Background: an optimization exercise with open tools, aiming at small area. Do not read the settings as production practice. Only simulation tests tie the RTL to the original design; equivalence was not proved. No activity file was given, so power comes from the tool's default toggle rates.

==> trial 69 <==
Design tcpu_core, start of the top module:
module tcpu_core (
    input  wire       clk,
    input  wire       rst,
    input  wire       start,
    input  wire [15:0] budget,
    output wire       mem_req,
    output wire       mem_we,
    output wire [7:0] mem_addr,
    output wire [7:0] mem_wdata,
    input  wire       mem_ready,
    input  wire [7:0] mem_rdata,
    output wire       tty_valid,
    output wire [7:0] tty_data,
    output reg  [2:0] status,
    output reg  [7:0] acc,
    output reg  [7:0] pc,
    output reg  [7:0] ir,
    output reg        cf,
    output wire       zf
);
    localparam [4:0] U_END  = 5'd0,
                     U_FETCH= 5'd1,    
                     U_RTP  = 5'd2,    
                     U_RUP  = 5'd3,    
                     U_RPP  = 5'd4,    
                     U_RTT  = 5'd5,    
                     U_RPT  = 5'd6,    
                     U_RTF  = 5'd7,    
                     U_PCI  = 5'd8,    
                     U_AMT  = 5'd10,   
                     U_AR   = 5'd11,   
                     U_UA   = 5'd12,   
  ...
Settings: LEC_CHECK=0, ABC_AREA=1, CAP_MARGIN=20, CORE_MARGIN=2, CORE_UTILIZATION=60, SLEW_MARGIN=20; clock period 10.0 ns.
standard.sh (not shown) runs the stock make flow with config.mk's settings and CLKGATE_MAP_FILE= SYNTH_SCRIPT=/design/flow/synth_recipe.tcl, a recipe that flattens the netlist after the stock synthesis.
==> flow/flow/run.sh <==
#!/bin/bash
# Own layout flow:
#  1. the standard synthesis (bash standard.sh synth);
#  2. its combinational logic re-mapped by ABC for area (flow/remap.ys,
#     flow/remap.abc); every register stays exactly as the standard synthesis
#     made it (same instance names, same cells);
#  3. the standard layout from floorplan to finish on that netlist, with
#     the smallest buffer on each port and a clock tree of small buffers
#     without dummy loads.
# Each tool's output goes to a log file of its own in this folder.
set -euo pipefail
W=$(pwd)
R=$W/orfs/results/${FLOW_PLATFORM:-sky130hd}/tcpu_core/base
LIB=$FLOW_HOME/platforms/sky130hd/lib/sky130_fd_sc_hd__tt_025C_1v80.lib
YOSYS=$FLOW_HOME/../tools/install/yosys/bin/yosys
[[ -x $YOSYS ]] || YOSYS=yosys

# 1. standard synthesis
bash standard.sh synth > $W/flow_1_synth.log 2>&1
cp $R/1_2_yosys.v $W/standard_1_2_yosys.v

# 2. re-map the combinational logic
sed -e "s#@LIB@#$LIB#g" -e "s#@IN@#$W/standard_1_2_yosys.v#" -e "s#@OUT@#$W/remapped.v#" \
    -e "s#@ABC@#$W/flow/remap.abc#" $W/flow/remap.ys > $W/remap_run.ys
$YOSYS -s $W/remap_run.ys > $W/flow_2_remap.log 2>&1
cp $W/remapped.v $R/1_2_yosys.v
rm -f $R/1_synth.odb $R/1_synth.sdc

# 3. standard layout on the re-mapped netlist
bash standard.sh \
    "BUFFER_PORTS_ARGS=-buffer_cell sky130_fd_sc_hd__buf_1" \
    "CTS_ARGS=-sink_clustering_enable -repair_clock_nets -dont_use_dummy_load -buf_list sky130_fd_sc_hd__clkbuf_4 -sink_clustering_size 24 -sink_clustering_max_diameter 80" \
    finish > $W/flow_3_layout.log 2>&1
test -s $W/out/final.def
==> flow/flow/remap.abc <==
strash
&get -n
&fraig -x
&put
scorr
dc2
strash
&get -n
&deepsyn -T 180
&put
&get -n
&dch -f
&nf -R 1000
&put
==> flow/flow/remap.ys <==
# Re-map the combinational part of the standard synthesis netlist for area.
# Registers (sequential cells) stay black boxes, so their instances, names
# and cell types are exactly the standard synthesis's.
read_liberty -ignore_miss_func @LIB@
read_verilog @IN@
hierarchy -top tcpu_core
blackbox sky130_fd_sc_hd__df* sky130_fd_sc_hd__edf* sky130_fd_sc_hd__sdf* sky130_fd_sc_hd__sedf* sky130_fd_sc_hd__dl*
flatten
opt -purge
abc -liberty @LIB@ -dont_use *lpflow* -dont_use *probe* -script @ABC@
opt_clean -purge
hilomap -singleton -hicell sky130_fd_sc_hd__conb_1 HI -locell sky130_fd_sc_hd__conb_1 LO
splitnets
opt_clean -purge
insbuf -buf sky130_fd_sc_hd__buf_1 A X
check
stat -liberty @LIB@
write_verilog -noattr -noexpr -nohex -nodec @OUT@
==> inputs of build 44, as changes to trial 69 <==
--- a/flow/design.v
+++ b/flow/design.v
@@ -5,15 +5,15 @@
     input  wire [15:0] budget,
     output wire       mem_req,
     output wire       mem_we,
     output wire [7:0] mem_addr,
     output wire [7:0] mem_wdata,
     input  wire       mem_ready,
     input  wire [7:0] mem_rdata,
-    output wire       tty_valid,
+    output reg        tty_valid,
     output wire [7:0] tty_data,
     output reg  [2:0] status,
     output reg  [7:0] acc,
     output reg  [7:0] pc,
     output reg  [7:0] ir,
     output reg        cf,
     output wire       zf
@@ -23,14 +23,15 @@
                      U_RTP  = 5'd2,    
                      U_RUP  = 5'd3,    
                      U_RPP  = 5'd4,    
                      U_RTT  = 5'd5,    
                      U_RPT  = 5'd6,    
                      U_RTF  = 5'd7,    
                      U_PCI  = 5'd8,    
+                     U_AMP  = 5'd9,    
                      U_AMT  = 5'd10,   
                      U_AR   = 5'd11,   
                      U_UA   = 5'd12,   
                      U_INX  = 5'd13,   
                      U_RIN  = 5'd14,   
                      U_UFE  = 5'd15,   
                      U_TINC = 5'd16,   
@@ -58,15 +59,16 @@
     always @* begin
         uop = U_END;
         if (st == 4'd0) uop = U_FETCH;
         else if (st == 4'd1 && (bad || f_ttyi || f_halt)) uop = U_STOP;
         else if (st[3] || st == 4'd7) uop = U_END;
         else begin
             case (op)
-                6'h00, 6'h03, 6'h05, 6'h15,             
+                6'h00, 6'h03, 6'h05, 6'h15:             
+                    case (st) 4'd1: uop = U_AMP; 4'd2: uop = U_PCI; default: ; endcase
                 6'h01, 6'h04, 6'h06, 6'h16:             
                     case (st) 4'd1: uop = U_RTP; 4'd2: uop = U_AMT; default: ; endcase
                 6'h02:                                  
                     case (st) 4'd1: uop = U_RTP; 4'd2: uop = U_RTT; 4'd3: uop = U_AMT; default: ; endcase
                 6'h07:                                  
                     case (st) 4'd1: uop = U_RTP; 4'd2: uop = U_UA; 4'd3: uop = U_WTU; default: ; endcase
                 6'h08:                                  
@@ -122,15 +124,14 @@
             endcase
         end
     end
     wire op_add  = (op == 6'h03) || (op == 6'h04);
     wire op_sub  = (op == 6'h05) || (op == 6'h06);
     wire op_nand = (op == 6'h15) || (op == 6'h16);
     wire op_odd  = op[0];
-    wire op_imm  = (op == 6'h00) || (op == 6'h03) || (op == 6'h05) || (op == 6'h15);
     reg       k_rd, k_ser, k_mem, k_wr;    
     reg       a_pc, a_ff;                  
     reg       postinc;                     
     reg       l_ir, l_t, l_u, l_pc;        
     reg [2:0] xs;                          
     reg [1:0] ys;                          
     reg       yinv, cin1, cin_a7, f_nand, f_shift;
@@ -148,16 +149,16 @@
             U_FETCH: begin k_rd = 1'b1; a_pc = 1'b1; postinc = 1'b1; l_ir = 1'b1; end
             U_RTP:   begin k_rd = 1'b1; a_pc = 1'b1; postinc = 1'b1; l_t = 1'b1; end
             U_RUP:   begin k_rd = 1'b1; a_pc = 1'b1; postinc = 1'b1; l_u = 1'b1; end
             U_RPP:   begin k_rd = 1'b1; a_pc = 1'b1; l_pc = 1'b1; end
             U_RTT:   begin k_rd = 1'b1; l_t = 1'b1; end
             U_RPT:   begin k_rd = 1'b1; l_pc = 1'b1; end
             U_RTF:   begin k_rd = 1'b1; a_ff = 1'b1; l_t = 1'b1; end
-            U_AMT: begin
-                k_ser = 1'b1; k_mem = ~op_imm; ys = op_imm ? 2'd3 : 2'd1; d_a = 1'b1;
+            U_AMP, U_AMT: begin
+                k_ser = 1'b1; k_mem = 1'b1; a_pc = (uop == U_AMP); ys = 2'd1; d_a = 1'b1;
                 if (op_add | op_sub | op_nand) xs = 3'd2;
                 yinv = op_sub; cin1 = op_sub; f_nand = op_nand; cf_we = op_add | op_sub;
             end
             U_AR: begin
                 k_ser = 1'b1; xs = 3'd2; d_a = 1'b1;
                 if (op[3]) begin yinv = op_odd; cin1 = ~op_odd; end    
                 else f_shift = 1'b1;                                   
@@ -183,32 +184,31 @@
             3'd2: x = acc[0];
             3'd4: x = t[0];
             3'd5: x = u[0];
             3'd6: x = ~u[0];
             default: x = 1'b0;
         endcase
     end
-    wire y0  = (ys == 2'd1) ? rbit : (ys == 2'd2) ? (bph == 3'd1) : (ys == 2'd3) ? t[0] : 1'b0;
+    wire y0  = (ys == 2'd1) ? rbit : (ys == 2'd2) ? (bph == 3'd1) : 1'b0;
     wire y   = y0 ^ yinv;
     wire ci  = (bph == 3'd0) ? (cin1 | (cin_a7 & acc[7])) : c;
     wire r   = f_shift ? ci : f_nand ? ~(x & y) : (x ^ y ^ ci);
     wire co  = f_shift ? x : ((x & y) | (x & ci) | (y & ci));
     wire last = (bph == 3'd7);
     wire step = running && k_ser && (!k_mem || rv);
     wire done = running && (k_ser ? (step && last) :
                             k_rd  ? rv :
                             k_wr  ? mem_ready : 1'b1);
     wire s_a = d_a | (xs == 3'd2);
-    wire s_t = d_t | (xs == 3'd4) | (ys == 2'd3);
+    wire s_t = d_t | (xs == 3'd4);
     wire s_u = d_u | (xs == 3'd5) | (xs == 3'd6);
     assign mem_req   = running && ((k_rd && !rv) || (k_mem && !(rv && last)) || k_wr);
     assign mem_we    = k_wr;
     assign mem_addr  = a_ff ? 8'hFF : a_pc ? pc : t;
     assign mem_wdata = u;
-    assign tty_valid = running && (uop == U_TTY);
     wire pc_inc = running && ((postinc && mem_req && mem_ready) || (uop == U_PCI));
     wire       bscan = running && (st == 4'd8);
     wire [3:0] bsub  = (rph == 2'd0) ? 4'd2 : {3'b000, c};
     wire [4:0] bdiff = {1'b0, ring[3:0]} - {1'b0, bsub};
     wire       expire = bdiff[4] & ring[4];       
     always @(posedge clk) begin
         rv   <= mem_req & mem_ready & ~mem_we;
@@ -224,15 +224,17 @@
             status    <= 3'd0;
             st        <= 4'd0;
             bph       <= 3'd0;
             acc       <= 8'h00;
             pc        <= 8'h00;
             ir        <= 8'h00;
             cf        <= 1'b0;
+            tty_valid <= 1'b0;
         end else begin
+            tty_valid <= 1'b0;
             if (status == 3'd0 && start) begin
                 status <= 3'd1;
                 rph    <= 2'd0;
                 ring   <= {budget[14:0], (budget[14:0] != 15'd0) & ~budget[15]};
             end
             if (step) begin
                 bph <= bph + 3'd1;
@@ -254,12 +256,13 @@
                     if (bad)         status <= 3'd4;
                     else if (f_ttyi) status <= 3'd5;
                     else             status <= 3'd2;
                 end else if (uop == U_END) begin
                     st <= 4'd7;
                 end else if (done) begin
                     st <= st + 4'd1;
+                    if (uop == U_TTY) tty_valid <= 1'b1;
                 end
             end
         end
     end
 endmodule
==> flow/run.sh (new file) <==
#!/bin/bash
# synth_recipe.tcl (not shown) runs the flow's synth.tcl, then flattens the netlist and writes it again
# the make line also repeats each setting of config.mk as NAME=value (left out here)
make -C /OpenROAD-flow-scripts/flow DESIGN_CONFIG=/design/flow/config.mk WORK_HOME=/design/flow/orfs CLKGATE_MAP_FILE= SYNTH_SCRIPT=/design/flow/synth_recipe.tcl finish
removed: flow/flow/run.sh
removed: flow/flow/remap.abc
removed: flow/flow/remap.ys
removed: flow/standard.sh
==> qor summary <==
Most common library cell in the layout ignoring fill and taps: trial 69 sky130_fd_sc_hd__nor2_1; build 44 sky130_fd_sc_hd__nand2_1
Sequential portion of the cell area: trial 69 0.346; build 44 0.232
Non-clk bufs: trial 69 88; build 44 84
Area delta synth->final: trial 69 8.66%; build 44 18.1%
Leak pwr: trial 69 1.67 nW; build 44 3.29 nW
Initial core utilization: trial 69 0.623; build 44 0.609
R2R Path Start: trial 69 ir[1]; build 44 ir[4]
Die span in x: trial 69 88.0 um; build 44 103 um
Fraction of power spent switching nets: trial 69 0.327; build 44 0.414
Overall Global Routing Usage: trial 69 0.324; build 44 0.325
Fill cell total of the finished layout: trial 69 594; build 44 865
Run status: trial 69 complete, no violations; build 44 complete, no violations
Met2 routing resource usage after global routing: trial 69 0.531; build 44 0.501
Total die area: trial 69 0.00774 sq mm; build 44 0.0106 sq mm
Startpoint of the lowest-slack hold path: trial 69 ring[11]; build 44 ring[14]
Worst-case setup margin in the final layout: trial 69 2.32 ns; build 44 3.89 ns
Core Util, Final: trial 69 0.677; build 44 0.720
CTS clock-pin slew for the worst setup and hold paths: trial 69 0.09 ns; build 44 0.08 ns
Post-detailed-routing wire length: trial 69 12,200 um; build 44 16,900 um
Worst flop-to-flop path endpoint: trial 69 pc[5]; build 44 t[7]
Site row count: trial 69 30; build 44 36

[port drivers added, routing unchanged]
The flow's constraints put no driver on any port. The routed layouts listed below were extracted and timed again, unchanged, in two steps. Step 1: set_driving_cell puts a clkbuf_16 on clk and a buf_2 on each other input, an assumption about the parent block. Step 2 times the ports against the registers' clock, not the clock port: input delays grow and output delays shrink by t, the midpoint of the rising clock arrivals with the driver on. Slacks: no drivers / after step 1 / after step 2; pairs: no drivers / after step 1.
run	t (ns)	setup slack, ns	latest minus earliest clock arrival (ns)	slew at the worst register clock pin (ns)	worst slew at a driven data input, ns
trial 69	0.417	2.323 / 2.293 / 2.711	0.030 / 0.031	0.11 / 0.11	0.04
build 44	0.389	3.887 / 3.853 / 4.242	0.017 / 0.017	0.09 / 0.09	0.04
After both steps every run listed still meets setup and hold.
